From an optimization exercise on the open Yosys and OpenROAD flow, aimed at small area, a short achievable clock period and few clock cycles; shortcuts taken in it are not production practice. In this exercise RTL edits were held to simulation tests only and were not proved equivalent to the original. Power and IR drop assume default switching activity.

birch:
==> flow/design.v (excerpt) <==
module ulz_comp #(
    parameter W = 8
) (
    input  wire        clk,
    input  wire        rst,         
    input  wire        start,       
    input  wire [15:0] in_len,      
    input  wire [15:0] out_cap,     
    output wire        ready,
    output reg         done,        
    output reg         ok,          
    output reg  [15:0] result,      
    output reg         in_re,
    output reg  [15:0] in_addr,
    input  wire [7:0]  in_rdata,
    output reg         out_we,
    output reg  [15:0] out_waddr,
    output reg  [7:0]  out_wdata,
    output reg         out_re,
    output reg  [15:0] out_raddr,
    input  wire [7:0]  out_rdata
);
    localparam S_IDLE   = 5'd0;
    localparam S_HDR    = 5'd1;    
    localparam S_INIT   = 5'd2;    
    localparam S_STEP   = 5'd3;    
    localparam S_SKIP   = 5'd4;    
    localparam S_FB_RD  = 5'd5;    
    localparam S_FB_CMP = 5'd6;
    localparam S_FB_X1  = 5'd7;    
    localparam S_FB_X2  = 5'd8;    
    localparam S_FB_X3  = 5'd9;    
    localparam S_FB_CND = 5'd10;
    localparam S_END    = 5'd11;   
    localparam S_END2   = 5'd12;   
  ...
make LEC_CHECK=0 CAP_MARGIN=20 CORE_MARGIN=2 CORE_UTILIZATION=45 SETUP_SLACK_MARGIN=4 SLEW_MARGIN=20 finish   # period 10.0 ns
run.sh (not shown) runs the stock make flow with config.mk's settings and CLKGATE_MAP_FILE= SYNTH_SCRIPT=/design/flow/synth_recipe.tcl, a recipe that flattens the netlist after the stock synthesis.
birch: done, clean on timing, DRC and antenna
Testbench counts of birch, summed over its fixed seeds: cycles 2,525,660.
Setup changes, birch to maple
--- a/flow/design.v
+++ b/flow/design.v
@@ -239,18 +239,13 @@
     wire        match = ex3 ? bg_gt3 : bg_nz;
     wire [15:0] adv = match ? bl : 16'd1;
     wire [15:0] c_nx = c + adv;
     assign      off_nx3 = match ? tmb : tcm1;
     wire        end_nx = match ? em_q : (rc == 17'd1);
     wire        skip_nx = match && skip_q;
-    wire [16:0] tc_m  = tc - {1'b0, bl};
-    wire [16:0] tc_m1 = tc - {1'b0, bl} + 17'd1;
-    wire [16:0] tc_p1 = tc + 17'd1;
-    wire [16:0] tc_l  = tc - 17'd1;
-    wire [16:0] tc_nx = dec_go ? (match ? (push ? tc_m1 : tc_m) : (push ? tc : tc_l))
-                               : (push ? tc_p1 : tc);
+    wire [16:0] tc_nx = tc - (dec_go ? {1'b0, adv} : 17'd0) + {16'd0, push};
     wire        dec = (state == S_STEP) && !any && (!fb_need || fb_done);
     wire        dec_go = dec && (match ? !tk_v : !lb_v);
     assign      minit = dec_go && !end_nx && !skip_nx && (q != 2'd0);
     wire running = (state >= S_INIT) && (state <= S_FLUSH);
     wire lit_w  = running && lb_v;
     wire fl_thr = (state == S_FLUSH) ? (cnt != 6'd0) : (cnt >= 6'd8);
@@ -583,22 +578,13 @@
                 end
             end
             S_FB_CND: begin
                 fdq   <= fb_d;
                 fz    <= zbits(fb_d - 16'd1);
                 fcg   <= cgain(fbk);
-                if (fbk >= 16'd2)
-                    state <= S_FB_G;
-                else if (fbp == 17'd0) begin
-                    fb_done <= 1'b1;
-                    state   <= S_STEP;
-                end else begin
-                    fbp   <= fbp - 17'd1;
-                    fba   <= fbp[15:0] - 16'd1;
-                    state <= S_FB_RD;
-                end
+                state <= S_FB_G;
             end
             S_FB_G: begin
                 fgt   <= ({1'b0, fcg} > {1'b0, bg} + {16'd0, fz});
                 state <= S_FB_U;
             end
             S_FB_U: begin
==> run notes <==
- birch vs maple, most frequent standard cell in the layout excluding fill and tap cells: nand2_1 vs edfxtp_1
- Going from birch to maple, biggest cell delay along the critical path grows by 0.29 ns.
- Core footprint: maple better than birch
- Re data arrival time of the critical path: birch and maple aren't equal, and the lower value belongs to maple.
- Diff birch and maple: cell area higher in birch
- [compare] base=birch new=maple: routed wire length lower, number of ordinary and repair buffers in the finished layout climbed 2.8%, share of the cycle needed by the critical path after routing went down by 0.75 points, post-layout total power dropped about 4.3%, global-route usage shows a reduction of 0.71 points.
- maple ends up with higher final setup slack of the worst path than birch does.
- Delta (maple minus birch): die area -2.0%, worst hold slack went down.
- Area fraction in and, or, nand and nor cells after synthesis (lower): maple
Testbench counts of maple, summed over its fixed seeds: cycles 2,658,608.

-- re-timing with driven ports --
Ports are ideal in the flow. The routed layouts listed here were re-timed in OpenROAD.
Step 1 (the two cells are an assumption about what drives the block):
set clk [get_ports {clk}]
set_driving_cell -lib_cell sky130_fd_sc_hd__clkbuf_16 $clk
set_driving_cell -lib_cell sky130_fd_sc_hd__buf_2 [delete_from_list [all_inputs] $clk]
Step 2 moves the port delays by t, midway between the first and last clock arrival at a register: inputs arrive t later, outputs are due t later. That takes back most of the time a late clock gives input paths.
Three values: ideal ports, drivers, drivers and shift; two values: the first two.
run	t (ns)	setup WS [ns]	worst slew at a driven data input, ns
birch	0.752	4.112 / 4.037 / 3.922	0.04
maple	0.747	4.187 / 4.105 / 4.105	0.08
After both steps every run listed still meets setup and hold. The setup slack of birch, which loses most, moves by -0.075 ns with the drivers and by -0.190 ns with both steps.
